What follows belongs to an exercise in optimizing a design on an open flow for small area, a short achievable clock period and few clock cycles; a production flow would make more cautious choices.
Function was checked by simulation only, so behaviour that the tests miss may differ from the original.
Power is estimated from default activity; no workload was simulated.

==> design/flow/design.v <==
module sdr_frame_tx (
    input  wire       clk,
    input  wire       rst,
    input  wire       in_valid,
    output wire       in_ready,
    input  wire [7:0] in_data,
    output wire       out_valid,
    input  wire       out_ready,
    output wire [7:0] out_data,
    output wire       done
);
    localparam [2:0]  T_NONE = 3'd0,    
                      T_TRAIN = 3'd1, T_START = 3'd2, T_DATA = 3'd3,
                      T_PARITY = 3'd4, T_END = 3'd5, T_DONE = 3'd6;
    function automatic [6:0] lfsr8(input [6:0] st);
        integer j;
        reg [6:0] r;
        begin
            r = st;
            for (j = 0; j < 8; j = j + 1)
                r = {r[0] ^ r[4], r[6:1]};
            lfsr8 = r;
        end
    endfunction
    function automatic [6:0] ham_enc(input [3:0] d);
        ham_enc = {d, d[3] ^ d[2] ^ d[0], d[3] ^ d[1] ^ d[0], d[2] ^ d[1] ^ d[0]};
    endfunction
    function automatic [31:0] crc_nib(input [31:0] r0, input [3:0] d);
        integer j;
        reg [31:0] r;
        begin
            r = r0 ^ {28'd0, d};
            for (j = 0; j < 4; j = j + 1)
                r = r[0] ? ((r >> 1) ^ 32'hEDB88320) : (r >> 1);
            crc_nib = r;
        end
    endfunction
    function automatic [7:0] eos_byte(input [3:0] j);
        eos_byte = (j == 4'd0 || j == 4'd5) ? 8'h45 :
                   (j == 4'd1 || j == 4'd6) ? 8'h4F :
                   (j == 4'd2 || j == 4'd7) ? 8'h53 :
                   (j == 4'd3 || j == 4'd8) ? 8'h00 : 8'hFF;
    endfunction
    reg  [95:0] br_q;      
    reg  [95:0] ar_q;      
    reg  [4:0]  ph_q;      
    reg  [31:0] crc_q;
    reg  [6:0]  ks_q;      
    reg  [5:0]  cur_q;     
    reg  [7:0]  od_q;      
    reg         ov_q;
    reg  [2:0]  ft_q;      
    reg  [2:0]  slot_q;    
    reg         gini_q;    
    reg         eosm_q;    
    reg  [3:0]  fill_q;    
    reg         full_q;    
    reg         rdy_q;     
    reg         done_q;
    assign out_valid = ov_q;
    assign out_data  = od_q;
    assign in_ready  = rdy_q;
    assign done      = done_q;
    wire is_d = (ft_q == T_DATA);
    wire is_p = (ft_q == T_PARITY);
    wire pay  = (cur_q >= 6'd23) && (cur_q <= 6'd42);
    wire ring = (cur_q >= 6'd23) && (cur_q <= 6'd46);    
    wire [5:0] pidx = (cur_q >= 6'd23) ? cur_q - 6'd23 : cur_q + 6'd1;
    wire aligned = (ph_q == pidx[4:0]);
    wire [7:0] gid = br_q[95:88];     
    wire can  = (ft_q != T_DONE) && !(ft_q == T_NONE && cur_q == 6'd20) &&
                (cur_q < 6'd21 || cur_q > 6'd46 || aligned);
    wire main_free = !ov_q || out_ready;
    wire ld   = can && main_free;
    wire take = in_valid && rdy_q;
    wire [3:0] onib = (is_d ? br_q[95:92] : 4'd0) | (is_p ? ar_q[95:92] : 4'd0);
    wire [3:0] cnib = ph_q[0] ? ((is_d ? br_q[3:0] : 4'd0) | (is_p ? ar_q[3:0] : 4'd0))
                              : ((is_d ? br_q[91:88] : 4'd0) | (is_p ? ar_q[91:88] : 4'd0));
    wire [31:0] crc_f = ~crc_q;
    wire [7:0]  key   = {ks_q[0], ks_q[1], ks_q[2], ks_q[3], ks_q[4], ks_q[5], ks_q[6],
                         ks_q[0] ^ ks_q[4]};
    reg [7:0] vb;
    always @* begin
        vb = 8'h00;
        if (pay)
            vb = {1'b0, ham_enc(onib)};
        else case (cur_q)
            6'd20: vb = {5'd0, ft_q};
            6'd21: vb = (is_d || is_p) ? gid : 8'h00;
            6'd22: vb = {5'd0, is_p, 1'b0, 1'b0} | (is_d ? {5'd0, slot_q} : 8'h00);
            6'd43, 6'd44, 6'd45, 6'd46: vb = crc_f[31:24];
            default: vb = 8'h00;
        endcase
    end
    reg [7:0] fb;
    always @* begin
        if (ring)
            fb = key ^ vb;
        else if (cur_q == 6'd20)
            fb = 8'hFE ^ vb;
        else if (cur_q == 6'd21)
            fb = 8'h3B ^ vb;
        else if (cur_q == 6'd22)
            fb = 8'h14 ^ vb;
        else if (cur_q == 6'd47)
            fb = 8'h00;
        else if (cur_q[5:2] == 4'd4)
            fb = (cur_q[1:0] == 2'd0) ? 8'h1A : (cur_q[1:0] == 2'd1) ? 8'hCF :
                 (cur_q[1:0] == 2'd2) ? 8'hFC : 8'h1D;
        else
            fb = 8'hAA;
    end
    wire upd       = ld && pay && is_d;             
    wire frame_end = ld && (cur_q == 6'd47);
    wire       gw    = (ph_q == 5'd22) && (gini_q || (ld && is_p && cur_q == 6'd21));
    wire [7:0] gid_w = (gini_q || gid == 8'd255) ? 8'd1 : gid + 8'd1;
    wire [3:0] ahead = (slot_q != 3'd0) ? ar_q[95:92] : 4'd0;
    always @(posedge clk) begin
        br_q <= {take ? in_data[3:0] : gw ? gid_w[3:0] : br_q[91:88], br_q[87:0],
                 take ? in_data[7:4] : gw ? gid_w[7:4] : br_q[95:92]};
        ar_q <= {ar_q[91:0], upd ? ahead ^ br_q[95:92] : ar_q[95:92]};
        crc_q <= (ph_q < 5'd20) ? crc_nib(crc_q, cnib) : {crc_q[23:0], 8'hFF};
        ks_q <= (ph_q == 5'd23) ? 7'h7D : lfsr8(ks_q);
        if (rst)
            od_q <= 8'h00;
        else if (ld)
            od_q <= fb;
    end
    wire [4:0] ph_n   = (ph_q == 5'd23) ? 5'd0 : ph_q + 5'd1;
    wire [3:0] fill_n = take ? ((fill_q == 4'd9) ? 4'd0 : fill_q + 4'd1) : fill_q;
    wire       full_n = take ? (fill_q == 4'd9) : (full_q && !(ld && is_d && cur_q == 6'd46));
    always @(posedge clk) begin
        if (rst) begin
            ph_q   <= 5'd1;      
            cur_q  <= 6'd0;
            ov_q   <= 1'b0;
            ft_q   <= T_TRAIN;
            slot_q <= 3'd0;
            gini_q <= 1'b1;
            fill_q <= 4'd0;
            full_q <= 1'b0;
            rdy_q  <= 1'b0;
            done_q <= 1'b0;
        end else begin
            ph_q   <= ph_n;
            if (ph_q == 5'd22)
                gini_q <= 1'b0;
            fill_q <= fill_n;
            full_q <= full_n;
            rdy_q  <= !full_n && (ph_n == {fill_n, 1'b0});
            done_q <= (ft_q == T_DONE) && !ov_q;
            if (main_free)
                ov_q <= ld;
            if (ld)
                cur_q <= (cur_q == 6'd47) ? 6'd0 : cur_q + 6'd1;
            if (ft_q == T_NONE && full_q) begin
                if (eosm_q)
                    ft_q  <= (slot_q != 3'd0) ? T_PARITY : T_END;
                else
                    ft_q  <= T_DATA;
            end
            if (frame_end) begin
                case (ft_q)
                    T_TRAIN: begin
                        slot_q <= (slot_q == 3'd3) ? 3'd0 : slot_q + 3'd1;
                        if (slot_q == 3'd3) ft_q <= T_START;
                    end
                    T_START: begin
                        slot_q <= (slot_q == 3'd2) ? 3'd0 : slot_q + 3'd1;
                        if (slot_q == 3'd2) ft_q <= T_NONE;
                    end
                    T_DATA: begin
                        slot_q <= slot_q + 3'd1;
                        ft_q   <= (slot_q == 3'd3) ? T_PARITY : T_NONE;
                    end
                    T_PARITY: begin
                        slot_q <= 3'd0;
                        ft_q   <= T_NONE;    
                    end
                    default: begin
                        slot_q <= slot_q + 3'd1;
                        if (slot_q == 3'd2) ft_q <= T_DONE;
                    end
                endcase
            end
        end
    end
    always @(posedge clk)
        if (take)
            eosm_q <= (fill_q == 4'd0 || eosm_q) && (in_data == eos_byte(fill_q));
endmodule
==> design/flow/flow/run.sh <==
#!/bin/bash
# Standard layout (standard.sh's make command), with two changes that keep the
# constraints as they are:
#  - synthesis maps the logic with an area-oriented ABC script (area.abc);
#  - timing repair aims well below the 15 ns clock period (setup margin 11 ns).
set -euo pipefail
cd "$(dirname "$0")/.."
W=$(pwd)
export SETUP_SLACK_MARGIN=11
export AREA_ABC_SCRIPT=$W/flow/area.abc
export FLOW_SYNTH_TCL=$W/synth_recipe.tcl
sed "s#SYNTH_SCRIPT=[^ ]*synth_recipe.tcl#SYNTH_SCRIPT=$W/flow/area_synth.tcl#" standard.sh > area_standard.sh
grep -q "SYNTH_SCRIPT=$W/flow/area_synth.tcl" area_standard.sh
bash area_standard.sh > standard_make.log 2>&1
==> design/flow/flow/area.abc <==
&get -n
&st
&dch
&nf -R 1000 -p
&put
==> design/flow/flow/area_synth.tcl <==
# The standard flow's synthesis (synth_recipe.tcl, sourced unchanged), with only the ABC
# mapping script replaced by an area-oriented one (flow/area.abc). The
# registers, their names and cell types come out as in the standard
# synthesis; only the combinational mapping differs.
proc abc {args} {
  set i [lsearch $args -script]
  if {$i >= 0} {
    set args [lreplace $args [expr {$i + 1}] [expr {$i + 1}] $::env(AREA_ABC_SCRIPT)]
  }
  yosys abc {*}$args
}
source $::env(FLOW_SYNTH_TCL)
==> design/flow/standard.sh <==
#!/bin/bash
# synth_recipe.tcl (not shown) runs the flow's synth.tcl, then flattens the netlist and writes it again
# the make line also repeats each setting of config.mk as NAME=value (left out here)
make -C /OpenROAD-flow-scripts/flow DESIGN_CONFIG=/design/flow/config.mk WORK_HOME=/design/flow/orfs CLKGATE_MAP_FILE= SYNTH_SCRIPT=/design/flow/synth_recipe.tcl "${@:-finish}"
==> design/flow/config.mk <==
export PLATFORM = sky130hd
export DESIGN_NAME = sdr_frame_tx
export DESIGN_NICKNAME = sdr_frame_tx
export VERILOG_FILES = /design/flow/design.v
export SDC_FILE = /design/flow/constraint.sdc
export NUM_CORES = 4
export LEC_CHECK = 0
export CAP_MARGIN = 20
export CORE_MARGIN = 2
export CORE_UTILIZATION = 65
export CTS_CLUSTER_DIAMETER = 70
export CTS_CLUSTER_SIZE = 28
export SLEW_MARGIN = 20
==> design/flow/constraint.sdc <==
create_clock -name core_clock -period 15.0 [get_ports {clk}]
set_input_delay 3.0000 -clock core_clock [delete_from_list [all_inputs] [get_ports {clk}]]
set_output_delay 3.0000 -clock core_clock [all_outputs]
set_load 0.01 [all_outputs]
==> results of run 1 <==
-- layout make-up --
| class | count | area share [%] |
|---|---|---|
| inverters | 11 | 0.488 |
| multi-input cells | 494 | 33.2 |
| repair buffers | 38 | 3.06 |
| clock buffers | 15 | 3.96 |
| well taps | 172 | 2.27 |
| diodes | 1 | 0.0264 |
| clock inverters | 5 | 0.554 |
| flip-flops and latches | 266 | 56.4 |
-- flip-flops by register name, indices dropped and copies added, names as in the netlist --
name	count
crc_q	32
ar_q	96
eosm_q	1
od_q	8
gini_q	1
cur_q	6
br_q	96
ph_q	5
full_q	1
done_q	1
ov_q	1
fill_q	4
rdy_q	1
slot_q	3
ft_q	3
ks_q	7
-- worst min path at each step --
| stage | startpoint | to | slack (ps) | cells past startpoint |
|---|---|---|---|---|
| floorplan | ar_q[6] | ar_q[10] | 310 | 0 |
| global placement | br_q[63] | br_q[67] | 310 | 0 |
| detailed placement | br_q[17] | br_q[21] | 310 | 0 |
| CTS | br_q[55] | br_q[59] | 320 | 0 |
| global route | ar_q[65] | ar_q[69] | 320 | 0 |
| finish | br_q[55] | br_q[59] | 320 | 0 |
-- power groups by stage --
stage / clock, uW / combinational, uW / sequential [uW]
2_1_floorplan: 0 / 281 / 881
3_3_place_gp: 0 / 335 / 898
3_5_place_dp: 0 / 350 / 902
4_1_cts: 420 / 368 / 891
5_1_grt: 444 / 406 / 901
6_report: 413 / 367 / 892
-- cells by family after synthesis --
| family | after synthesis | synth area share (%) |
|---|---|---|
| AOI/OAI and AO/OA | 174 | 12.6 |
| xor gates and xnor gates | 84 | 8.75 |
| adders and majority gates | 14 | 2.08 |
| buffers and inverters | 11 | 0.491 |
| DFF | 266 | 63.5 |
| muxes | 8 | 1.03 |
| and+or+nand+nor | 212 | 11.6 |
-- cell usage in the layout (no fill, tap or decap), types with 6 or more instances in the layout --
cell	instances
sky130_fd_sc_hd__a21oi_1	56
sky130_fd_sc_hd__nor2_1	72
sky130_fd_sc_hd__nand2_1	60
sky130_fd_sc_hd__clkbuf_16	15
sky130_fd_sc_hd__dfxtp_2	11
sky130_fd_sc_hd__a31oi_1	6
sky130_fd_sc_hd__dfxtp_1	254
sky130_fd_sc_hd__buf_4	14
sky130_fd_sc_hd__o21ai_1	6
sky130_fd_sc_hd__a22oi_1	11
sky130_fd_sc_hd__xnor2_1	53
sky130_fd_sc_hd__o211ai_1	9
sky130_fd_sc_hd__ha_1	14
sky130_fd_sc_hd__nand2b_1	12
sky130_fd_sc_hd__nor3_1	15
sky130_fd_sc_hd__clkdlybuf4s50_1	9
sky130_fd_sc_hd__clkinv_1	10
sky130_fd_sc_hd__nor2b_1	14
sky130_fd_sc_hd__xor2_1	29
sky130_fd_sc_hd__buf_2	11
sky130_fd_sc_hd__a211oi_1	8
sky130_fd_sc_hd__o21ai_0	42
sky130_fd_sc_hd__nand3_1	7
-- routing by layer --
layer | vias up | track usage, %
met5 | - | 0
met4 | 0 | 6.93
met3 | 31 | 4.22
met2 | 184 | 46.7
met1 | 2735 | 33.9
li1 | 2762 | -
-- synthesized netlist by cell type --
library cell	number	area share, %
sky130_fd_sc_hd__dfxtp_1	265	63
sky130_fd_sc_hd__nor2_1	73	3.3
sky130_fd_sc_hd__nand2_1	62	2.8
sky130_fd_sc_hd__a21oi_1	56	3.3
sky130_fd_sc_hd__xnor2_1	54	5.6
sky130_fd_sc_hd__o21ai_0	50	3.0
sky130_fd_sc_hd__xor2_1	30	3.1
sky130_fd_sc_hd__nor3_1	15	0.89
sky130_fd_sc_hd__ha_1	14	2.1
sky130_fd_sc_hd__nor2b_1	14	1.0
sky130_fd_sc_hd__nand2b_1	13	0.97
sky130_fd_sc_hd__a22oi_1	11	0.98
sky130_fd_sc_hd__clkinv_1	11	0.49
sky130_fd_sc_hd__a211oi_1	9	0.80
sky130_fd_sc_hd__o211ai_1	9	0.80
sky130_fd_sc_hd__nand3_1	7	0.42
sky130_fd_sc_hd__a31oi_1	6	0.45
sky130_fd_sc_hd__nor4_1	6	0.45
sky130_fd_sc_hd__a221oi_1	5	0.52
sky130_fd_sc_hd__and2_0	5	0.37
sky130_fd_sc_hd__mux2_1	5	0.67
sky130_fd_sc_hd__nor3b_1	5	0.45
sky130_fd_sc_hd__o22ai_1	5	0.37
sky130_fd_sc_hd__and3_1	4	0.30
sky130_fd_sc_hd__o221ai_1	4	0.42
sky130_fd_sc_hd__mux2i_1	3	0.36
sky130_fd_sc_hd__o21a_1	3	0.27
sky130_fd_sc_hd__o21bai_1	3	0.27
sky130_fd_sc_hd__a21o_1	2	0.18
sky130_fd_sc_hd__a32oi_1	2	0.21
sky130_fd_sc_hd__and4_1	2	0.21
sky130_fd_sc_hd__o211a_1	2	0.24
sky130_fd_sc_hd__or2_0	2	0.15
sky130_fd_sc_hd__a2111oi_0	1	0.10
sky130_fd_sc_hd__a221o_1	1	0.12
sky130_fd_sc_hd__a22o_1	1	0.10
sky130_fd_sc_hd__a311oi_1	1	0.10
sky130_fd_sc_hd__a31o_1	1	0.10
sky130_fd_sc_hd__and4b_1	1	0.12
sky130_fd_sc_hd__edfxtp_1	1	0.36
sky130_fd_sc_hd__nand3b_1	1	0.089
sky130_fd_sc_hd__nand4_1	1	0.074
sky130_fd_sc_hd__o2111ai_1	1	0.10
sky130_fd_sc_hd__o311a_1	1	0.12
sky130_fd_sc_hd__or3_1	1	0.074
-- repair_timing --
action / 4_1_cts / 5_1_grt
resized for setup: 63 / 3
hold buffers: 0 / 0
pin swaps: 5 / 1
gates cloned: 2 / 0
endpoints found under the setup margin: 35 / 3
setup buffers: 9 / 0
-- stage by stage --
| stage | instances | hold WS [ps] | utilization, % | instance area, um^2 |
|---|---|---|---|---|
| 5_1_grt | 1001 | 325 | 75.1 | 9480 |
| 4_1_cts | 1001 | 321 | 75.0 | 9460 |
| 2_1_floorplan | 769 | 310 | - | 8460 |
| 6_report | 1002 | 320 | 75.1 | 9480 |
| 3_5_place_dp | 970 | 312 | 71.1 | 8970 |
| 3_3_place_gp | 970 | 310 | 71.0 | 8960 |
==> results.json, run 1 <==
{
  "critical_path.endpoint": "in_ready",
  "worst-path-max-fanout": 2,
  "multi_input_comb_area_mm2": 0.00315,
  "place_hpwl_mm": 10.8,
  "reg2regPathDepth": 10,
  "hold_violations": 0,
  "synthesis.yosys.warnings": 1,
  "worst_slew_margin_rel_pct": 48.1,
  "delay_heaviest_family_cp": "flip-flops",
  "ys_types": 45,
  "p_total_uw": 1670,
  "synth_nets": 795,
  "gp_routability_congestion": 0.917,
  "clkTransAtPathRegs_ps": 100,
  "final_nets": 851,
  "detail_route.wirelength_mm": 17.9,
  "slowest_delay_ps": 340,
  "netSwitchingPower_uw": 484,
  "io-pin-count": 23,
  "syn-cell-area_mm2": 0.00841,
  "final_period_minus_worst_setup_slack_ps": 3950,
  "dr_wl_met2_mm": 9.04,
  "part_of_the_power_in_registers_pct": 53.3,
  "routed_wire_length_per_instance_um": 17.8,
  "route.antenna.remaining_nets": 0,
  "drtPass1Iterations": 5,
  "status": "no timing/DRC/antenna violations",
  "fin_clk_skew_ps": 19.3,
  "first_iter_violations": 522,
  "grt_max_degree": 53,
  "cts_max_path_buffers": 3,
  "numClockSinks": 266,
  "grt_overflow": 0,
  "area_growth_syn_to_layout_pct": 12.8,
  "setup-violations-final": 0,
  "grt_use_total_pct": 26.4,
  "worstSkewPairLatency_ps": 490,
  "cts_h_tree_depth": 1,
  "vias_per_cell": 5.70,
  "final.period_utilization_pct": 26.3,
  "cp_max_stage_cell": "sky130_fd_sc_hd__dfxtp_2",
  "endpoint_kind": "output pin",
  "comb_pwr_share_pct": 22.0,
  "yosysSeqAreaShare_pct": 63.5,
  "path_cells": "buf_2",
  "rows": 41,
  "vias": 5712,
  "fillCellCount": 844,
  "pre_cts_ws_ps": 10110,
  "cp-startpoint": "rdy_q",
  "worst_slew_pin_slew_ps": 772,
  "hold_class": "reg -> reg",
  "chipWidth_um": 118,
  "dieArea_mm2": 0.0139,
  "arrival_time_reported_for_the_critical_path_endpoint_ps": 950,
  "syn-instance-count": 769,
  "finalSetupTns_ps": 0,
  "number_of_global_route_vias_before_repair": 5710,
  "setup_ws_ps": 11050,
  "grt_setup_unrepaired": "no",
  "worst_supply_voltage_drop_on_vdd_mv": 0.174,
  "path_class": "reg -> out",
  "syn-mean-instance-area_um2": 10.9,
  "clock-root-buffer": "sky130_fd_sc_hd__clkbuf_16",
  "drive_gt1_share_pct": 9.29,
  "timing.fmax_mhz": 253,
  "internal-power_uw": 1190,
  "synth_seq_cells": 266,
  "cts_tree": "built",
  "met1Wirelength_mm": 7.54,
  "critical_path_cell_count": 1,
  "power_density_mw_per_mm2": 176,
  "met3_wirelength_um": 875,
  "die_height_um": 118,
  "clockPowerShare_pct": 24.7,
  "power.share.switching_pct": 29.0,
  "endpoint_required_time_on_the_critical_path_ps": 12000,
  "initial_core_util_pct": 66.6,
  "flop_to_flop_setup_slack_ps": 11520,
  "seq_area_mm2": 0.00535,
  "port-buffer-count": 22,
  "leakage_power_figure_uw": 0.00364,
  "critical_path.startpoint_type": "flip-flop",
  "max-cap-violations": 0,
  "critical_path_buf_inv_count": 1,
  "highest-signal-layer": "met4",
  "placeableCoreArea_mm2": 0.0126,
  "drc_errors": 0,
  "cts_buffers": 14,
  "antenna_found_initial": 0,
  "first_pass_grt_wire_length_mm": 29.7,
  "final_max_slew_viol_count": 0,
  "worst_r2r_startpoint": "cur_q[2]",
  "reg2reg_to": "od_q[2]"
}
Testbench counts, summed over its fixed seeds: cycles 32,648.
==> run 2: changes to the inputs <==
--- a/design/flow/design.v
+++ b/design/flow/design.v
@@ -81,33 +81,15 @@
                          ks_q[0] ^ ks_q[4]};
-    reg [7:0] vb;
-    always @* begin
-        vb = 8'h00;
-        if (pay)
-            vb = {1'b0, ham_enc(onib)};
-        else case (cur_q)
-            6'd20: vb = {5'd0, ft_q};
-            6'd21: vb = (is_d || is_p) ? gid : 8'h00;
-            6'd22: vb = {5'd0, is_p, 1'b0, 1'b0} | (is_d ? {5'd0, slot_q} : 8'h00);
-            6'd43, 6'd44, 6'd45, 6'd46: vb = crc_f[31:24];
-            default: vb = 8'h00;
-        endcase
-    end
-    reg [7:0] fb;
-    always @* begin
-        if (ring)
-            fb = key ^ vb;
-        else if (cur_q == 6'd20)
-            fb = 8'hFE ^ vb;
-        else if (cur_q == 6'd21)
-            fb = 8'h3B ^ vb;
-        else if (cur_q == 6'd22)
-            fb = 8'h14 ^ vb;
-        else if (cur_q == 6'd47)
-            fb = 8'h00;
-        else if (cur_q[5:2] == 4'd4)
-            fb = (cur_q[1:0] == 2'd0) ? 8'h1A : (cur_q[1:0] == 2'd1) ? 8'hCF :
-                 (cur_q[1:0] == 2'd2) ? 8'hFC : 8'h1D;
-        else
-            fb = 8'hAA;
-    end
+    wire c20  = (cur_q == 6'd20);
+    wire c21  = (cur_q == 6'd21);
+    wire c22  = (cur_q == 6'd22);
+    wire crcz = (cur_q >= 6'd43) && (cur_q <= 6'd46);
+    wire [7:0] vb = ({8{pay}} & {1'b0, ham_enc(onib)}) |
+                    ({8{c20}} & {5'd0, ft_q}) |
+                    ({8{c21 && (is_d || is_p)}} & gid) |
+                    ({8{c22}} & {5'd0, is_p, is_d & slot_q[1], is_d & slot_q[0]}) |
+                    ({8{crcz}} & crc_f[31:24]);
+    wire [7:0] kc = c20 ? 8'hFE : c21 ? 8'h3B : c22 ? 8'h14 : (cur_q == 6'd47) ? 8'h00 :
+                    (cur_q == 6'd16) ? 8'h1A : (cur_q == 6'd17) ? 8'hCF :
+                    (cur_q == 6'd18) ? 8'hFC : (cur_q == 6'd19) ? 8'h1D : 8'hAA;
+    wire [7:0] fb = (ring ? key : kc) ^ vb;
     wire upd       = ld && pay && is_d;             
--- a/design/flow/flow/run.sh
+++ b/design/flow/flow/run.sh
@@ -9,2 +9,4 @@
 export SETUP_SLACK_MARGIN=11
+export CTS_ARGS="-sink_clustering_enable -repair_clock_nets -sink_clustering_size 28 -sink_clustering_max_diameter 70 -balance_levels"
+export BUFFER_PORTS_ARGS="-buffer_cell sky130_fd_sc_hd__buf_1"
 export AREA_ABC_SCRIPT=$W/flow/area.abc
==> run 2 against run 1 <==
Net effect:
- still clean
- core utilization decreased by 2.0 points
- clock skew fell by 1.7 ps
- via count down 5.6%
- final cell count shrank 3.6%
- synthesized area down 2.0%
- clock power grew 3%
- die area shrank 1.9%
- final area shrank 3.5%
- global-route usage down 2.9 points
- sequential cell count stayed put
- critical path type unchanged
- largest power group unchanged
==> results.json, run 2 <==
{
  "commonest_non_fill_non_tap_cells_in_the_layout": "sky130_fd_sc_hd__dfxtp_1 (258), sky130_fd_sc_hd__nor2_1 (69), sky130_fd_sc_hd__nand2_1 (64), sky130_fd_sc_hd__xnor2_1 (51), sky130_fd_sc_hd__a21oi_1 (47)",
  "timing.fmax_mhz": 252,
  "route.antenna.remaining_nets": 0,
  "drc_errors": 0,
  "vias": 5393,
  "finalSetupTns_ps": 0,
  "antenna_found_initial": 0,
  "cp_max_stage_cell": "sky130_fd_sc_hd__dfxtp_4",
  "synth_top_area_share_pct": 64.4,
  "first_pass_grt_wire_length_mm": 25.4,
  "area_growth_syn_to_layout_pct": 11.0,
  "gp_routability_congestion": 0.884,
  "drive_gt1_share_pct": 7.05,
  "drtPass1Iterations": 5,
  "ant_diodes": 0,
  "cts_hold_buffers": 0,
  "rows": 41,
  "syn-mean-instance-area_um2": 11.1,
  "final.period_utilization_pct": 26.5,
  "first_iter_violations": 360,
  "synth_seq_cells": 266,
  "leading_cell_type_in_the_layout_fill_and_taps_excluded": "sky130_fd_sc_hd__dfxtp_1",
  "endpoint_required_time_on_the_critical_path_ps": 12000,
  "yosysSeqAreaShare_pct": 64.7,
  "largestRegisters": "ar_q (96), br_q (96), crc_q (32)",
  "grt_overflow": 0,
  "yosysTopAreaCell": "sky130_fd_sc_hd__dfxtp_1",
  "delay_heaviest_family_cp": "flip-flops",
  "initial_core_util_pct": 65.8,
  "io-pin-count": 23,
  "syn-cell-area_mm2": 0.00824,
  "synth_nets": 770,
  "seq_area_mm2": 0.00535,
  "cts_tree": "built",
  "grt_max_degree": 54,
  "number_of_enable_type_register_cells_in_the_synthesized_netlist": 1,
  "synth.top_cells.by_area": "sky130_fd_sc_hd__dfxtp_1 (64%), sky130_fd_sc_hd__xnor2_1 (5.5%), sky130_fd_sc_hd__nor2_1 (3.2%)",
  "ys_types": 42,
  "worstSkewPairLatency_ps": 490,
  "number_of_global_route_vias_before_repair": 5037,
  "multi_input_comb_area_mm2": 0.00293,
  "clock-root-buffer": "sky130_fd_sc_hd__clkbuf_16",
  "fin_area_mm2": 0.00915,
  "path_cells": "buf_2",
  "setup-violations-final": 0,
  "hold_violations": 0,
  "cts_max_path_buffers": 3,
  "chipWidth_um": 117,
  "placeableCoreArea_mm2": 0.0125,
  "grt_setup_unrepaired": "yes",
  "critical_path.startpoint_type": "flip-flop",
  "max-cap-violations": 0,
  "dieArea_mm2": 0.0136,
  "worst-path-max-fanout": 3,
  "cts_h_tree_depth": 1,
  "power_density_mw_per_mm2": 178,
  "share_of_synthesized_flip_flops_with_an_asynchronous_set_or_reset_pct": 0,
  "final_nets": 815,
  "arrival_time_reported_for_the_critical_path_endpoint_ps": 970,
  "syn-instance-count": 745,
  "die_height_um": 117,
  "worst_supply_voltage_drop_on_vdd_mv": 0.127,
  "clkTransAtPathRegs_ps": 90,
  "pre_cts_ws_ps": 10260,
  "leakage_power_figure_uw": 0.00348,
  "fillCellCount": 924,
  "status": "no timing/DRC/antenna violations",
  "hold_class": "reg -> reg",
  "final_max_slew_viol_count": 0,
  "final_period_minus_worst_setup_slack_ps": 3970,
  "grt_use_total_pct": 23.6,
  "port-buffer-count": 22,
  "place_hpwl_mm": 10.3,
  "worst_slew_pin_slew_ps": 1030,
  "ys.flop_type": "sky130_fd_sc_hd__dfxtp_1",
  "endpoint_kind": "output pin",
  "slowest_delay_ps": 360,
  "synthesis.yosys.warnings": 1,
  "path_class": "reg -> out",
  "fin_clk_skew_ps": 17.6,
  "detail_route.wirelength_mm": 15.6,
  "dpl-instance-area_mm2": 0.00859,
  "worst_slew_margin_rel_pct": 30.9,
  "cts_buffers": 14,
  "synth_top_cells_by_count": "sky130_fd_sc_hd__dfxtp_1 (265), sky130_fd_sc_hd__nor2_1 (71), sky130_fd_sc_hd__nand2_1 (66), sky130_fd_sc_hd__xnor2_1 (52), sky130_fd_sc_hd__a21oi_1 (47)",
  "vias_per_cell": 5.58,
  "yosysMostFrequentCell": "sky130_fd_sc_hd__dfxtp_1",
  "critical_path_buf_inv_count": 1,
  "numClockSinks": 266,
  "setup_ws_ps": 11030,
  "routed_wire_length_per_instance_um": 16.1
}
run 2: cell types whose count changed after synthesis, sizes merged, moves of 6 or more:
cell	delta
nor3	-9
a31oi	+6
nand2b	-7
o211ai	-6
a21oi	-9
o22ai	+8
nand3	+8
o21ai	-8
nor2b	-7
run 2: final timing paths:
kind	startpoint	depth (start not counted)	slack (ps)	to
worst min register to register	br_q[69]	0	320	br_q[73]
worst max register to register	cur_q[0]	13	11380	full_q
worst min-delay path	br_q[69]	0	320	br_q[73]
worst max-delay path	ov_q	1	11030	out_valid
run 2: power by group:
| group | leakage, uW | internal (uW) | switching [uW] | total, uW |
|---|---|---|---|---|
| Combinational | 0.00109 | 160 | 161 | 321 |
| Sequential | 0.00217 | 817 | 68.3 | 885 |
| Clock | 0.000222 | 201 | 225 | 426 |
run 2: cell families after synthesis:
logic type / after synthesis / synth area share, %
AND/OR/NAND/NOR: 195 / 10.5
AO/OA/AOI/OAI: 171 / 12.8
flip-flops: 266 / 64.7
XOR/XNOR: 82 / 8.72
buffers and inverters: 13 / 0.592
multiplexers: 5 / 0.653
adder cells (fa/ha/maj): 13 / 1.97
run 2: repair_timing:
| action | in CTS | in global routing |
|---|---|---|
| buffers inserted | 1 | 1 |
| gates cloned | 1 | 0 |
| setup endpoints to repair | 17 | 37 |
| gates resized for setup | 6 | 26 |
| hold endpoints to repair | 0 | 0 |
| pin swaps | 1 | 2 |
run 2: per-layer routing:
| layer | vias up | wire length (um) | GRT usage, % |
|---|---|---|---|
| met2 | 130 | 7470 | 39.3 |
| li1 | 2658 | - | - |
| met5 | - | 0 | 0 |
| met1 | 2571 | 7110 | 32.7 |
| met3 | 34 | 638 | 2.91 |
| met4 | 0 | 365 | 6.51 |
run 2: stage by stage:
stage	hold WS, ps	util, %	cells	total power [uW]
6_report	324	73.1	966	1630
5_1_grt	338	73.1	966	1710
4_1_cts	327	72.5	965	1640
3_5_place_dp	312	68.7	943	1210
3_3_place_gp	310	68.7	943	1200
2_1_floorplan	310	-	745	1140
run 2: area by class of cell:
class                   count  area share (%)
clock buffers              15            3.98
clock inverters             5           0.998
inverters                  13           0.588
multi-input cells         467            32.1
flip-flops and latches    266            58.4
well taps                 172            2.35
repair buffers             28            1.57
Testbench counts of run 2, summed over its fixed seeds: cycles 32,648.
==> run 3: changes to the inputs <==
--- a/design/flow/flow/run.sh
+++ b/design/flow/flow/run.sh
@@ -9,3 +9,3 @@
 export SETUP_SLACK_MARGIN=11
-export CTS_ARGS="-sink_clustering_enable -repair_clock_nets -sink_clustering_size 28 -sink_clustering_max_diameter 70 -balance_levels"
+export CTS_ARGS="-sink_clustering_enable -repair_clock_nets -sink_clustering_size 28 -sink_clustering_max_diameter 70 -sink_clustering_levels 1"
 export BUFFER_PORTS_ARGS="-buffer_cell sky130_fd_sc_hd__buf_1"
==> run 3 against run 2 <==
Net effect:
- worst setup slack unchanged
- critical path depth is the same
- clock power about the same
- maximum frequency unchanged
- first-iteration DRC count unchanged
- via count is the same
- wire length did not move
- total power stayed put
- global-route usage is the same
- register-to-register slack about the same
- sequential power hardly changed
==> results.json, run 3 <==
{
  "status": "no timing/DRC/antenna violations",
  "worst-path-max-fanout": 3,
  "drive_gt1_share_pct": 7.05,
  "drc_errors": 0,
  "cts_h_tree_depth": 1,
  "antenna_found_initial": 0,
  "grt_setup_unrepaired": "yes",
  "leading_cell_type_in_the_layout_fill_and_taps_excluded": "sky130_fd_sc_hd__dfxtp_1",
  "number_of_enable_type_register_cells_in_the_synthesized_netlist": 1,
  "port-buffer-count": 22,
  "cts_max_path_buffers": 3,
  "worst_slew_pin_slew_ps": 1030,
  "clkTransAtPathRegs_ps": 90,
  "vias_per_cell": 5.58,
  "synth.top_cells.by_area": "sky130_fd_sc_hd__dfxtp_1 (64%), sky130_fd_sc_hd__xnor2_1 (5.5%), sky130_fd_sc_hd__nor2_1 (3.2%)",
  "hold_class": "reg -> reg",
  "share_of_synthesized_flip_flops_with_an_asynchronous_set_or_reset_pct": 0,
  "hold_violations": 0,
  "critical_path.startpoint_type": "flip-flop",
  "gp_routability_congestion": 0.884,
  "part_of_the_power_in_registers_pct": 54.2,
  "cts_hold_buffers": 0,
  "synthesis.yosys.warnings": 1,
  "synth_seq_cells": 266,
  "rows": 41,
  "power_density_mw_per_mm2": 178,
  "grt_overflow": 0,
  "dieArea_mm2": 0.0136,
  "dr_wl_met2_mm": 7.47,
  "commonest_non_fill_non_tap_cells_in_the_layout": "sky130_fd_sc_hd__dfxtp_1 (258), sky130_fd_sc_hd__nor2_1 (69), sky130_fd_sc_hd__nand2_1 (64), sky130_fd_sc_hd__xnor2_1 (51), sky130_fd_sc_hd__a21oi_1 (47)",
  "yosysTopAreaCell": "sky130_fd_sc_hd__dfxtp_1",
  "path_cells": "buf_2",
  "clock-root-buffer": "sky130_fd_sc_hd__clkbuf_16",
  "routed_wire_length_per_instance_um": 16.1,
  "timing.fmax_mhz": 252,
  "clockPowerShare_pct": 26.1,
  "netSwitchingPower_uw": 454,
  "final_max_slew_viol_count": 0,
  "max-cap-violations": 0,
  "grt_use_total_pct": 23.6,
  "leakage_power_figure_uw": 0.00348,
  "grt_max_degree": 54,
  "largestRegisters": "ar_q (96), br_q (96), crc_q (32)",
  "number_of_global_route_vias_before_repair": 5037,
  "synth_top_cells_by_count": "sky130_fd_sc_hd__dfxtp_1 (265), sky130_fd_sc_hd__nor2_1 (71), sky130_fd_sc_hd__nand2_1 (66), sky130_fd_sc_hd__xnor2_1 (52), sky130_fd_sc_hd__a21oi_1 (47)",
  "final_period_minus_worst_setup_slack_ps": 3970,
  "ys_types": 42,
  "worstSkewPairLatency_ps": 490,
  "place_hpwl_mm": 10.3,
  "worst_supply_voltage_drop_on_vdd_mv": 0.127,
  "critical_path_buf_inv_count": 1,
  "final_nets": 815,
  "cp_max_stage_cell": "sky130_fd_sc_hd__dfxtp_4",
  "power.share.switching_pct": 27.8,
  "numClockSinks": 266,
  "chipWidth_um": 117,
  "comb_pwr_share_pct": 19.7,
  "initial_core_util_pct": 65.8,
  "setup-violations-final": 0,
  "synth_nets": 770,
  "die_height_um": 117,
  "yosysSeqAreaShare_pct": 64.7,
  "syn-cell-area_mm2": 0.00824,
  "endpoint_required_time_on_the_critical_path_ps": 12000,
  "final.period_utilization_pct": 26.5,
  "route.antenna.remaining_nets": 0,
  "yosysMostFrequentCell": "sky130_fd_sc_hd__dfxtp_1",
  "delay_heaviest_family_cp": "flip-flops",
  "area_growth_syn_to_layout_pct": 11.0,
  "drtPass1Iterations": 5,
  "endpoint_kind": "output pin",
  "vias": 5393,
  "cts_buffers": 14,
  "highest-signal-layer": "met4",
  "arrival_time_reported_for_the_critical_path_endpoint_ps": 970,
  "met1Wirelength_mm": 7.11,
  "internal-power_uw": 1180,
  "hold_ws_ps": 324,
  "worst_slew_margin_rel_pct": 30.9,
  "synth_top_area_share_pct": 64.4,
  "finalSetupTns_ps": 0,
  "detail_route.wirelength_mm": 15.6,
  "cts_tree": "built",
  "syn-instance-count": 745,
  "io-pin-count": 23,
  "ys.flop_type": "sky130_fd_sc_hd__dfxtp_1",
  "syn-mean-instance-area_um2": 11.1,
  "first_pass_grt_wire_length_mm": 25.4,
  "path_class": "reg -> out",
  "placeableCoreArea_mm2": 0.0125,
  "fin_clk_skew_ps": 17.6,
  "ant_diodes": 0,
  "slowest_delay_ps": 360,
  "met3_wirelength_um": 638,
  "first_iter_violations": 360
}
run 3: cell counts after synthesis:
No cell type changed its count.
run 3: logic make-up (layout without fill, tap and decap cells):
| group | after synthesis | count (layout) | share of synthesized area (%) |
|---|---|---|---|
| AO/OA/AOI/OAI | 171 | 171 | 12.8 |
| multiplexers | 5 | 5 | 0.653 |
| buffers and inverters | 13 | 61 | 0.592 |
| flip-flops | 266 | 266 | 64.7 |
| AND/OR/NAND/NOR | 195 | 196 | 10.5 |
| adder cells (fa/ha/maj) | 13 | 13 | 1.97 |
| XOR/XNOR | 82 | 82 | 8.72 |
run 3: path summary, 6_finish.rpt:
check	startpoint	end	slack [ps]	depth (start not counted)
setup / recovery	ov_q	out_valid	11030	1
setup reg to reg	cur_q[0]	full_q	11380	13
hold reg to reg	br_q[69]	br_q[73]	320	0
hold / removal	br_q[69]	br_q[73]	320	0
run 3: power groups by stage:
stage / clock (uW) / sequential [uW] / combinational [uW]
after global placement: 0 / 895 / 302
final: 426 / 885 / 321
after floorplan: 0 / 878 / 260
after CTS: 433 / 883 / 319
after detailed placement: 0 / 898 / 311
after global routing: 457 / 896 / 358
run 3: what timing repair did:
action                     in CTS  in global routing
cloned                          1                  0
resized for setup               6                 26
pin swaps                       1                  2
setup endpoints to repair      17                 37
buffers inserted                1                  1
run 3: area by class of cell:
type / count / area, um^2
flip-flops and latches: 266 / 5350
fillers: 924 / 3370
multi-input cells: 467 / 2930
clock buffers: 15 / 364
well taps: 172 / 215
repair buffers: 28 / 144
clock inverters: 5 / 91.3
inverters: 13 / 53.8
run 3: metal layers:
metal / up-vias / track usage (%)
li1: 2658 / -
met1: 2571 / 32.7
met2: 130 / 39.3
met3: 34 / 2.91
met4: 0 / 6.51
met5: - / 0
run 3: through the flow:
step	total power, uW	utilization, %	cell area, um^2	worst slack [ps]	instances
after floorplan	1140	-	8260	10590	745
after global placement	1200	68.7	8590	10390	943
after detailed placement	1210	68.7	8590	10260	943
after CTS	1640	72.5	9070	11000	965
after global routing	1710	73.1	9150	10960	966
final	1630	73.1	9150	11030	966
==> run 4: changes to the inputs <==
--- a/design/flow/flow/run.sh
+++ b/design/flow/flow/run.sh
@@ -9,3 +9,2 @@
 export SETUP_SLACK_MARGIN=11
-export CTS_ARGS="-sink_clustering_enable -repair_clock_nets -sink_clustering_size 28 -sink_clustering_max_diameter 70 -sink_clustering_levels 1"
 export BUFFER_PORTS_ARGS="-buffer_cell sky130_fd_sc_hd__buf_1"
--- a/design/flow/config.mk
+++ b/design/flow/config.mk
@@ -10,4 +10,5 @@
 export CORE_UTILIZATION = 65
-export CTS_CLUSTER_DIAMETER = 70
-export CTS_CLUSTER_SIZE = 28
+export CTS_BUF_LIST = sky130_fd_sc_hd__clkbuf_8
+export CTS_CLUSTER_DIAMETER = 50
+export CTS_CLUSTER_SIZE = 16
 export SLEW_MARGIN = 20
==> run 4 against run 3 <==
Net effect:
- still clean on timing, DRC and antenna
- wire length barely moved
- first-iteration DRC count rose by 13%
- global-route usage decreased by 0.13 points
- non-clock buffer count is the same
- synthesized cell count did not move
- critical endpoint is now in_ready
- largest cell class unchanged
- highest routed layer unchanged
==> results.json, run 4 <==
{
  "netSwitchingPower_uw": 447,
  "arrival_time_reported_for_the_critical_path_endpoint_ps": 1000,
  "place_hpwl_mm": 10.3,
  "clock-root-buffer": "sky130_fd_sc_hd__clkbuf_8",
  "ant_diodes": 0,
  "drive_gt1_share_pct": 8.68,
  "fin_clk_skew_ps": 33.1,
  "largestRegisters": "ar_q (96), br_q (96), crc_q (32)",
  "routed_wire_length_per_instance_um": 15.9,
  "comb_pwr_share_pct": 20.1,
  "slowest_delay_ps": 340,
  "synth_fa_ha_area_share_pct": 1.97,
  "power_density_mw_per_mm2": 174,
  "initial_core_util_pct": 65.8,
  "cts_buffers": 22,
  "synth_nets": 770,
  "worst-path-max-fanout": 2,
  "synth_seq_cells": 266,
  "antenna_found_initial": 0,
  "number_of_global_route_vias_before_repair": 5055,
  "grt_use_total_pct": 23.4,
  "part_of_the_power_in_registers_pct": 55.7,
  "hold_violations": 0,
  "chipWidth_um": 117,
  "gp_routability_congestion": 0.884,
  "port-buffer-count": 22,
  "delay_heaviest_family_cp": "flip-flops",
  "timing.fmax_mhz": 250,
  "first_iter_violations": 406,
  "cp_max_stage_cell": "sky130_fd_sc_hd__dfxtp_2",
  "synth.top_cells.by_area": "sky130_fd_sc_hd__dfxtp_1 (64%), sky130_fd_sc_hd__xnor2_1 (5.5%), sky130_fd_sc_hd__nor2_1 (3.2%)",
  "yosysSeqAreaShare_pct": 64.7,
  "cts_max_path_buffers": 3,
  "power.share.switching_pct": 28.1,
  "critical_path.startpoint_type": "flip-flop",
  "cts_h_tree_depth": 1,
  "worst_slew_pin_slew_ps": 993,
  "worst_supply_voltage_drop_on_vdd_mv": 0.135,
  "synth_top_area_share_pct": 64.4,
  "grt_overflow": 0,
  "path_class": "reg -> out",
  "leakage_power_figure_uw": 0.00350,
  "vias_per_cell": 5.56,
  "status": "no timing/DRC/antenna violations",
  "dpl-instance-area_mm2": 0.00859,
  "worstSkewPairLatency_ps": 550,
  "cts_tree": "built",
  "fillCellCount": 964,
  "grt-busiest-layer": "met2",
  "synth_compound_gate_area_share_pct": 12.8,
  "die_height_um": 117,
  "yosys-mux-area-fraction_pct": 0.653,
  "finalSetupTns_ps": 0,
  "dominant_combinational_cell_family_by_area_after_synthesis": "compound AO/OA/AOI/OAI gates",
  "area_growth_syn_to_layout_pct": 10.9,
  "yosysMostFrequentCell": "sky130_fd_sc_hd__dfxtp_1",
  "ys.flop_type": "sky130_fd_sc_hd__dfxtp_1",
  "grt_use_met1_pct": 32.1,
  "placed_cells_incl_taps": 943,
  "first_pass_grt_wire_length_mm": 25.2,
  "endpoint_kind": "output pin",
  "final_core_util_pct": 73.0,
  "synthSimpleGateAreaFrac_pct": 10.5,
  "grt_max_degree": 54,
  "fin_area_mm2": 0.00914,
  "synthesis.yosys.warnings": 1,
  "numClockSinks": 266,
  "final_period_minus_worst_setup_slack_ps": 4000,
  "grt_setup_unrepaired": "yes",
  "xor_xnor_fraction_of_synth_area_pct": 8.72,
  "final_cell_count_without_fillers": 978,
  "drc_errors": 0,
  "final_max_slew_viol_count": 0,
  "leading_cell_type_in_the_layout_fill_and_taps_excluded": "sky130_fd_sc_hd__dfxtp_1",
  "drtPass1Iterations": 5,
  "yosysTopAreaCell": "sky130_fd_sc_hd__dfxtp_1",
  "placeableCoreArea_mm2": 0.0125,
  "detail_route.wirelength_mm": 15.6,
  "synth_top_cells_by_count": "sky130_fd_sc_hd__dfxtp_1 (265), sky130_fd_sc_hd__nor2_1 (71), sky130_fd_sc_hd__nand2_1 (66), sky130_fd_sc_hd__xnor2_1 (52), sky130_fd_sc_hd__a21oi_1 (47)",
  "worst_slew_margin_rel_pct": 33.3,
  "rows": 41,
  "syn-cell-area_mm2": 0.00824,
  "commonest_non_fill_non_tap_cells_in_the_layout": "sky130_fd_sc_hd__dfxtp_1 (255), sky130_fd_sc_hd__nor2_1 (70), sky130_fd_sc_hd__nand2_1 (64), sky130_fd_sc_hd__xnor2_1 (51), sky130_fd_sc_hd__a21oi_1 (47)",
  "ys_types": 42,
  "endpoint_required_time_on_the_critical_path_ps": 12000,
  "path_cells": "buf_6",
  "setup-violations-final": 0,
  "share_of_synthesized_flip_flops_with_an_asynchronous_set_or_reset_pct": 0,
  "max-cap-violations": 0,
  "number_of_enable_type_register_cells_in_the_synthesized_netlist": 1,
  "io-pin-count": 23,
  "dieArea_mm2": 0.0136,
  "clkTransAtPathRegs_ps": 100,
  "final.period_utilization_pct": 26.7,
  "hold_class": "reg -> reg",
  "grtUsageMet2_pct": 38.6,
  "final_nets": 823,
  "internal-power_uw": 1140,
  "vias": 5438,
  "route.antenna.remaining_nets": 0,
  "critical_path_buf_inv_count": 1,
  "globalRouteMet3Util_pct": 3.79,
  "syn-mean-instance-area_um2": 11.1,
  "syn-instance-count": 745,
  "clockPowerShare_pct": 24.2
}
## run 4: changes by cell type in the layout (fill, tap and decap cells not counted), moves of 2 or more
cell	before	now
sky130_fd_sc_hd__buf_6	1	9
sky130_fd_sc_hd__dfxtp_1	258	255
sky130_fd_sc_hd__clkinv_2	0	2
sky130_fd_sc_hd__inv_6	1	4
sky130_fd_sc_hd__inv_1	0	2
sky130_fd_sc_hd__clkinv_8	2	0
sky130_fd_sc_hd__clkbuf_2	5	0
sky130_fd_sc_hd__dfxtp_2	6	10
sky130_fd_sc_hd__buf_1	14	11
sky130_fd_sc_hd__clkbuf_16	14	0
sky130_fd_sc_hd__clkbuf_8	1	23
## run 4: area by class of cell
type	instances	area (um^2)	share of cell area (%)
Clock buffer	23	317	3.46
Clock inverter	9	82.6	0.904
Inverter	13	51.3	0.561
Multi-Input combinational cell	467	2930	32.0
Sequential cell	266	5350	58.5
Tap cell	172	215	2.36
Timing Repair Buffer	28	198	2.16
## run 4: logic make-up (layout without fill, tap and decap cells)
kind of cell | Yosys count | after routing
AO/OA/AOI/OAI | 171 | 171
XOR/XNOR | 82 | 82
adder cells (fa/ha/maj) | 13 | 13
buffers and inverters | 13 | 73
flip-flops | 266 | 266
multiplexers | 5 | 5
AND/OR/NAND/NOR | 195 | 196
## run 4: worst register-to-register path, stage by stage (launching register included)
cell	delay (ps)
sky130_fd_sc_hd__dfxtp_1	570
sky130_fd_sc_hd__ha_1	360
sky130_fd_sc_hd__nand3_1	140
sky130_fd_sc_hd__xnor2_1	180
sky130_fd_sc_hd__o21ai_0	380
sky130_fd_sc_hd__o2111ai_1	160
sky130_fd_sc_hd__a21oi_1	140
sky130_fd_sc_hd__nand2_1	80
sky130_fd_sc_hd__a31oi_1	330
sky130_fd_sc_hd__and2_4	250
sky130_fd_sc_hd__nand2_2	50
sky130_fd_sc_hd__or4_1	480
sky130_fd_sc_hd__a31o_1	220
sky130_fd_sc_hd__nor4_2	270
## run 4: path summary, 6_finish.rpt
check / start / endpoint / slack [ps] / depth (start not counted)
worst min-delay path: ar_q[81] / ar_q[85] / 320 / 0
worst max register to register: cur_q[0] / rdy_q / 11340 / 13
worst min register to register: ar_q[81] / ar_q[85] / 320 / 0
worst max-delay path: rdy_q / in_ready / 11000 / 1
## run 4: repair_timing
item,CTS,global route
hold buffers,0,0
setup endpoints to repair,12,44
resized for setup,22,21
cloned,1,0
setup buffers,2,0
## run 4: per-stage QoR
stage	total power [uW]	hold slack [ps]	setup slack, ps
after floorplan	1140	310	10590
after global placement	1200	310	10390
after detailed placement	1210	312	10260
after CTS	1590	322	10990
after global routing	1670	332	10960
final	1590	320	11000
## run 4: layer usage
| metal | up-vias | share of wire [%] |
|---|---|---|
| met4 | 0 | 2.4 |
| met3 | 37 | 4.6 |
| met5 | - | 0 |
| met1 | 2584 | 45 |
| li1 | 2682 | - |
| met2 | 135 | 48 |
## run 4: power groups by stage
stage                     registers (uW)  logic (uW)  clock network [uW]
after global placement               895         302                   0
after global routing                 896         358                 419
after detailed placement             898         311                   0
final                                885         320                 384
after floorplan                      878         260                   0
after CTS                            883         318                 392
==> run 5: changes to the inputs <==
--- a/design/flow/config.mk
+++ b/design/flow/config.mk
@@ -9,6 +9,5 @@
 export CORE_MARGIN = 2
-export CORE_UTILIZATION = 65
-export CTS_BUF_LIST = sky130_fd_sc_hd__clkbuf_8
-export CTS_CLUSTER_DIAMETER = 50
-export CTS_CLUSTER_SIZE = 16
+export CORE_UTILIZATION = 72
+export CTS_CLUSTER_DIAMETER = 70
+export CTS_CLUSTER_SIZE = 28
 export SLEW_MARGIN = 20
==> run 5 against run 4 <==
Net effect:
- wire length is 13% higher
- global-route usage is 5.7 points higher
- register-to-register slack worse by 110 ps
- hold slack worse by 1.7 ps
- still clean on timing, DRC and antenna
- first-iteration DRC count is 55% higher
- largest power group unchanged
- sequential power is 1% higher
- worst setup slack better by 19 ps
- clock power is 6.8% higher
==> results.json, run 5 <==
{
  "status": "no timing/DRC/antenna violations",
  "internal-power_uw": 1160,
  "grt_max_degree": 54,
  "clockPowerShare_pct": 24.8,
  "synth_nets": 770,
  "final_max_slew_viol_count": 0,
  "max-cap-violations": 0,
  "fillCellCount": 624,
  "cts_h_tree_depth": 1,
  "detail_route.wirelength_mm": 17.6,
  "synth_seq_cells": 266,
  "worst_slew_margin_rel_pct": 35.2,
  "ys.flop_type": "sky130_fd_sc_hd__dfxtp_1",
  "area_growth_syn_to_layout_pct": 10.2,
  "synthesis.yosys.warnings": 1,
  "cts_max_path_buffers": 3,
  "dieArea_mm2": 0.0123,
  "final_nets": 816,
  "cts_buffers": 14,
  "netSwitchingPower_uw": 492,
  "share_of_synthesized_flip_flops_with_an_asynchronous_set_or_reset_pct": 0,
  "number_of_global_route_vias_before_repair": 5575,
  "multi_input_comb_area_mm2": 0.00293,
  "initial_core_util_pct": 73.1,
  "cp_max_stage_cell": "sky130_fd_sc_hd__dfxtp_1",
  "ys_types": 42,
  "power.share.switching_pct": 29.8,
  "die_height_um": 111,
  "syn-cell-area_mm2": 0.00824,
  "grt_setup_unrepaired": "no",
  "delay_heaviest_family_cp": "flip-flops",
  "setup-violations-final": 0,
  "drive_gt1_share_pct": 6.67,
  "grt_use_total_pct": 29.1,
  "chipWidth_um": 111,
  "yosysTopAreaCell": "sky130_fd_sc_hd__dfxtp_1",
  "final.period_utilization_pct": 26.5,
  "placeableCoreArea_mm2": 0.0113,
  "syn-instance-count": 745,
  "dpl-instance-area_mm2": 0.00856,
  "placed_cells_incl_taps": 914,
  "fin_area_mm2": 0.00908,
  "first_pass_grt_wire_length_mm": 28.9,
  "leakage_power_figure_uw": 0.00349,
  "synth_top_cells_by_count": "sky130_fd_sc_hd__dfxtp_1 (265), sky130_fd_sc_hd__nor2_1 (71), sky130_fd_sc_hd__nand2_1 (66), sky130_fd_sc_hd__xnor2_1 (52), sky130_fd_sc_hd__a21oi_1 (47)",
  "hold_class": "reg -> reg",
  "part_of_the_power_in_registers_pct": 54.2,
  "cts_tree": "built",
  "critical_path_buf_inv_count": 1,
  "power_density_mw_per_mm2": 182,
  "seq_area_mm2": 0.00534,
  "io-pin-count": 23,
  "number_of_enable_type_register_cells_in_the_synthesized_netlist": 1,
  "hold_violations": 0,
  "clock-root-buffer": "sky130_fd_sc_hd__clkbuf_16",
  "critical_path.startpoint_type": "flip-flop",
  "path_cells": "buf_1",
  "routed_wire_length_per_instance_um": 18.8,
  "ant_diodes": 0,
  "comb_pwr_share_pct": 21.0,
  "rows": 39,
  "worst-path-max-fanout": 2,
  "fin_clk_skew_ps": 19.3,
  "antenna_found_initial": 0,
  "numClockSinks": 266,
  "grt_overflow": 0,
  "route.antenna.remaining_nets": 0,
  "first_iter_violations": 629,
  "drtPass1Iterations": 8,
  "largestRegisters": "ar_q (96), br_q (96), crc_q (32)",
  "arrival_time_reported_for_the_critical_path_endpoint_ps": 980,
  "synth_top_area_share_pct": 64.4,
  "worst_slew_pin_slew_ps": 972,
  "vias": 5664,
  "finalSetupTns_ps": 0,
  "vias_per_cell": 6.04,
  "slowest_delay_ps": 350,
  "endpoint_required_time_on_the_critical_path_ps": 12000,
  "endpoint_kind": "output pin",
  "clkTransAtPathRegs_ps": 100,
  "place_hpwl_mm": 10.9,
  "path_class": "reg -> out",
  "leading_cell_type_in_the_layout_fill_and_taps_excluded": "sky130_fd_sc_hd__dfxtp_1",
  "drc_errors": 0,
  "final_period_minus_worst_setup_slack_ps": 3980,
  "port-buffer-count": 22,
  "commonest_non_fill_non_tap_cells_in_the_layout": "sky130_fd_sc_hd__dfxtp_1 (260), sky130_fd_sc_hd__nor2_1 (70), sky130_fd_sc_hd__nand2_1 (63), sky130_fd_sc_hd__xnor2_1 (50), sky130_fd_sc_hd__a21oi_1 (47)",
  "worst_supply_voltage_drop_on_vdd_mv": 0.191,
  "worstSkewPairLatency_ps": 500,
  "gp_routability_congestion": 0.926,
  "syn-mean-instance-area_um2": 11.1,
  "timing.fmax_mhz": 251,
  "synth.top_cells.by_area": "sky130_fd_sc_hd__dfxtp_1 (64%), sky130_fd_sc_hd__xnor2_1 (5.5%), sky130_fd_sc_hd__nor2_1 (3.2%)",
  "yosysMostFrequentCell": "sky130_fd_sc_hd__dfxtp_1",
  "final_cell_count_without_fillers": 938,
  "yosysSeqAreaShare_pct": 64.7
}
## run 5: logic make-up after synthesis
family | Yosys count | share of synthesized area, %
buf+inv | 13 | 0.592
flops | 266 | 64.7
compound gates | 171 | 12.8
xor+xnor | 82 | 8.72
mux | 5 | 0.653
fa+ha+maj | 13 | 1.97
simple gates | 195 | 10.5
## run 5: through the flow
| stage | hold WS, ps | setup WS, ps | utilization (%) | total power, uW |
|---|---|---|---|---|
| 5_1_grt | 321 | 11000 | 80.5 | 1720 |
| 2_1_floorplan | 310 | 10590 | - | 1140 |
| 4_1_cts | 311 | 10980 | 79.9 | 1650 |
| 3_3_place_gp | 310 | 10390 | 75.9 | 1200 |
| 6_report | 319 | 11020 | 80.5 | 1650 |
| 3_5_place_dp | 312 | 10270 | 75.9 | 1220 |
## run 5: path summary, 6_finish.rpt
| check | cells past startpoint | endpoint | slack, ps | from |
|---|---|---|---|---|
| min | 0 | br_q[61] | 320 | br_q[57] |
| max | 1 | out_data[0] | 11020 | od_q[0] |
| max reg2reg | 9 | crc_q[18] | 11230 | ft_q[1] |
| min reg2reg | 0 | br_q[61] | 320 | br_q[57] |
## run 5: timing repair
action                     4_1_cts  5_1_grt
setup buffers                    1        1
hold buffers                     0        0
gates resized for setup          8       18
setup endpoints to repair       13       31
cloned                           1        1
pin swaps                        0        2
## run 5: power by group through the flow
| stage | clock (uW) | combinational [uW] | sequential (uW) |
|---|---|---|---|
| after global placement | 0 | 299 | 897 |
| after floorplan | 0 | 260 | 878 |
| final | 410 | 346 | 895 |
| after CTS | 415 | 340 | 891 |
| after detailed placement | 0 | 317 | 901 |
| after global routing | 437 | 379 | 902 |
## run 5: area by class of cell
type	count	area share, %
tap	143	1.97
inverter	13	0.593
timing repair buffer	28	1.53
clock buffer	15	3.90
timing repair inverter	1	0.0551
sequential	266	58.9
multi-input combinational	467	32.3
clock inverter	5	0.758
## run 5: per-layer routing
layer  GRT usage, %  wire length, um  vias to the layer above
met5              0                0                        -
met4           9.67              511                        0
met3           3.66             1220                       51
met2           49.1             8700                      263
met1           39.4             7210                     2681
li1               -                -                     2669
==> run 6: changes to the inputs <==
--- a/design/flow/config.mk
+++ b/design/flow/config.mk
@@ -9,3 +9,3 @@
 export CORE_MARGIN = 2
-export CORE_UTILIZATION = 72
+export CORE_UTILIZATION = 58
 export CTS_CLUSTER_DIAMETER = 70
==> run 6 against run 5 <==
Net effect:
- hold slack gained 12 ps
- register-to-register slack gained 110 ps
- clock-buffer cell count unchanged
- wire length shrank 13%
- maximum frequency hardly changed
- sequential cell count unchanged
- clock power fell by 2%
- critical endpoint is now in_ready
==> results.json, run 6 <==
{
  "endpoint_required_time_on_the_critical_path_ps": 12000,
  "setup-violations-final": 0,
  "syn-instance-count": 745,
  "cts_tree": "built",
  "critical_path.startpoint_type": "flip-flop",
  "dieArea_mm2": 0.0152,
  "final_period_minus_worst_setup_slack_ps": 3980,
  "grt_use_total_pct": 20.6,
  "status": "no timing/DRC/antenna violations",
  "route.antenna.remaining_nets": 0,
  "io-pin-count": 23,
  "clock-root-buffer": "sky130_fd_sc_hd__clkbuf_16",
  "globalRouteMet3Util_pct": 3.09,
  "antenna_found_initial": 0,
  "number_of_enable_type_register_cells_in_the_synthesized_netlist": 1,
  "port-buffer-count": 22,
  "timing.fmax_mhz": 251,
  "hold_violations": 0,
  "placeableCoreArea_mm2": 0.0139,
  "final_max_slew_viol_count": 0,
  "synth_top_area_share_pct": 64.4,
  "cts_buffers": 14,
  "drtPass1Iterations": 5,
  "place_hpwl_mm": 10.3,
  "vias_per_cell": 5.52,
  "worst_slew_pin_slew_ps": 919,
  "endpoint_kind": "output pin",
  "path_cells": "clkbuf_2",
  "grt_setup_unrepaired": "yes",
  "initial_core_util_pct": 59.4,
  "syn-mean-instance-area_um2": 11.1,
  "worstSkewPairLatency_ps": 490,
  "grt_max_degree": 54,
  "first_iter_violations": 272,
  "hold_ws_ps": 330,
  "grtUsageMet2_pct": 33.6,
  "final_nets": 817,
  "synth_seq_cells": 266,
  "grt-busiest-layer": "met2",
  "drive_gt1_share_pct": 7.54,
  "worst_supply_voltage_drop_on_vdd_mv": 0.0974,
  "worst_slew_margin_rel_pct": 38.7,
  "finalSetupTns_ps": 0,
  "arrival_time_reported_for_the_critical_path_endpoint_ps": 980,
  "delay_heaviest_family_cp": "flip-flops",
  "hold_class": "reg -> reg",
  "number_of_global_route_vias_before_repair": 5123,
  "ys_types": 42,
  "area_growth_syn_to_layout_pct": 11.0,
  "leakage_power_figure_uw": 0.00349,
  "power_density_mw_per_mm2": 175,
  "chipWidth_um": 123,
  "ys.flop_type": "sky130_fd_sc_hd__dfxtp_1",
  "numClockSinks": 266,
  "syn-cell-area_mm2": 0.00824,
  "slowest_delay_ps": 370,
  "yosysMostFrequentCell": "sky130_fd_sc_hd__dfxtp_1",
  "cp_max_stage_cell": "sky130_fd_sc_hd__dfxtp_1",
  "largestRegisters": "ar_q (96), br_q (96), crc_q (32)",
  "synth_top_cells_by_count": "sky130_fd_sc_hd__dfxtp_1 (265), sky130_fd_sc_hd__nor2_1 (71), sky130_fd_sc_hd__nand2_1 (66), sky130_fd_sc_hd__xnor2_1 (52), sky130_fd_sc_hd__a21oi_1 (47)",
  "clkTransAtPathRegs_ps": 90,
  "cts_max_path_buffers": 3,
  "worst-path-max-fanout": 2,
  "synth_nets": 770,
  "die_height_um": 123,
  "commonest_non_fill_non_tap_cells_in_the_layout": "sky130_fd_sc_hd__dfxtp_1 (257), sky130_fd_sc_hd__nor2_1 (70), sky130_fd_sc_hd__nand2_1 (63), sky130_fd_sc_hd__xnor2_1 (50), sky130_fd_sc_hd__a21oi_1 (47)",
  "gp_routability_congestion": 0.904,
  "vias": 5389,
  "drc_errors": 0,
  "leading_cell_type_in_the_layout_fill_and_taps_excluded": "sky130_fd_sc_hd__dfxtp_1",
  "path_class": "reg -> out",
  "first_pass_grt_wire_length_mm": 24.8,
  "synthesis.yosys.warnings": 1,
  "critical_path_buf_inv_count": 1,
  "routed_wire_length_per_instance_um": 15.8,
  "synth.top_cells.by_area": "sky130_fd_sc_hd__dfxtp_1 (64%), sky130_fd_sc_hd__xnor2_1 (5.5%), sky130_fd_sc_hd__nor2_1 (3.2%)",
  "share_of_synthesized_flip_flops_with_an_asynchronous_set_or_reset_pct": 0,
  "yosysSeqAreaShare_pct": 64.7,
  "ant_diodes": 0,
  "max-cap-violations": 0,
  "final.period_utilization_pct": 26.6,
  "grt_use_met1_pct": 28.5,
  "cts_h_tree_depth": 1,
  "yosysTopAreaCell": "sky130_fd_sc_hd__dfxtp_1",
  "rows": 43,
  "detail_route.wirelength_mm": 15.4,
  "fin_clk_skew_ps": 22.0,
  "grt_overflow": 0
}
-- run 6: cell counts after synthesis --
Identical to the previous run, type by type.
-- run 6: logic make-up (layout without fill, tap and decap cells) --
family                     count (synthesis)  after routing  share of synthesized area (%)
AOI/OAI and AO/OA                        171            171                           12.8
adders and majority gates                 13             13                           1.97
xor gates and xnor gates                  82             82                           8.72
DFF                                      266            266                           64.7
buffers and inverters                     13             63                          0.592
and+or+nand+nor                          195            196                           10.5
muxes                                      5              5                          0.653
-- run 6: per-layer routing --
metal | up-vias | wire [um] | part of all wire (%)
met5 | - | 0 | 0
met4 | 0 | 361 | 2.3
met3 | 28 | 553 | 3.6
met2 | 114 | 7110 | 46
met1 | 2579 | 7380 | 48
li1 | 2668 | - | -
-- run 6: path summary, 6_finish.rpt --
kind | startpoint | to | slack [ps] | cells past startpoint
worst min register to register | br_q[79] | br_q[83] | 330 | 0
worst max register to register | ft_q[0] | crc_q[18] | 11340 | 9
worst min-delay path | br_q[79] | br_q[83] | 330 | 0
worst max-delay path | rdy_q | in_ready | 11020 | 1
-- run 6: timing repair --
item,in CTS,in global routing
hold endpoints to repair,0,0
gates resized for setup,9,23
endpoints found under the setup margin,17,38
pin swaps,0,1
gates cloned,1,1
hold buffers,0,0
buffers inserted,2,1
-- run 6: cell type report --
class / count / area [um^2]
Clock buffer: 15 / 364
Clock inverter: 5 / 66.3
Fill cell: 1096 / 4730
Inverter: 13 / 53.8
Multi-Input combinational cell: 467 / 2930
Sequential cell: 266 / 5350
Tap cell: 180 / 225
Timing Repair Buffer: 29 / 154
Timing Repair inverter: 1 / 5.00
-- run 6: where the power goes --
part           leakage, uW  switching [uW]  total [uW]  internal [uW]
combinational      0.00111             153         315            161
sequential         0.00217            70.6         887            817
clock             0.000211             220         403            183
-- run 6: per-stage QoR --
step | power [uW] | cell area, um^2 | util [%] | cells | worst slack, ps
after floorplan | 1140 | 8260 | - | 745 | 10590
after global placement | 1200 | 8600 | 62.0 | 951 | 10380
after detailed placement | 1210 | 8600 | 62.0 | 951 | 10240
after CTS | 1610 | 9070 | 65.4 | 974 | 10990
after global routing | 1690 | 9150 | 65.9 | 976 | 10980
final | 1610 | 9150 | 65.9 | 976 | 11020

## static timing again, ports no longer ideal
How much do the figures lean on ideal ports? The routed layouts below were timed once more, with nothing changed but the port constraints. Step 1 (the two cells are an assumption about what drives the block):
set clk [get_ports {clk}]
set_driving_cell -lib_cell sky130_fd_sc_hd__clkbuf_16 $clk
set_driving_cell -lib_cell sky130_fd_sc_hd__buf_2 [delete_from_list [all_inputs] $clk]
Step 2 adds t to the input delays and takes it off the output delays; t is the mean of the earliest and latest rising clock arrival at the registers after step 1. Input paths then give back, and output paths get back, about the clock's delay inside the block. Three values: ideal ports, drivers, drivers and shift; two values: the first two.
| run | t, ns | setup WS [ns] | slew at the worst register clock pin (ns) | pins driven straight from the clock port |
|---|---|---|---|---|
| run 1 | 0.521 | 11.051 / 11.007 / 10.597 | 0.10 / 0.10 | 1 |
| run 2 | 0.524 | 11.027 / 10.983 / 10.539 | 0.10 / 0.10 | 1 |
| run 3 | 0.524 | 11.027 / 10.983 / 10.539 | 0.10 / 0.10 | 1 |
| run 4 | 0.569 | 11.000 / 10.961 / 10.488 | 0.10 / 0.10 | 1 |
| run 5 | 0.532 | 11.018 / 10.973 / 10.534 | 0.11 / 0.11 | 1 |
| run 6 | 0.524 | 11.017 / 10.972 / 10.575 | 0.10 / 0.10 | 1 |
After both steps every run listed still meets setup and hold. The setup slack of run 4, which loses most, moves by -0.039 ns with the drivers and by -0.512 ns with both steps.
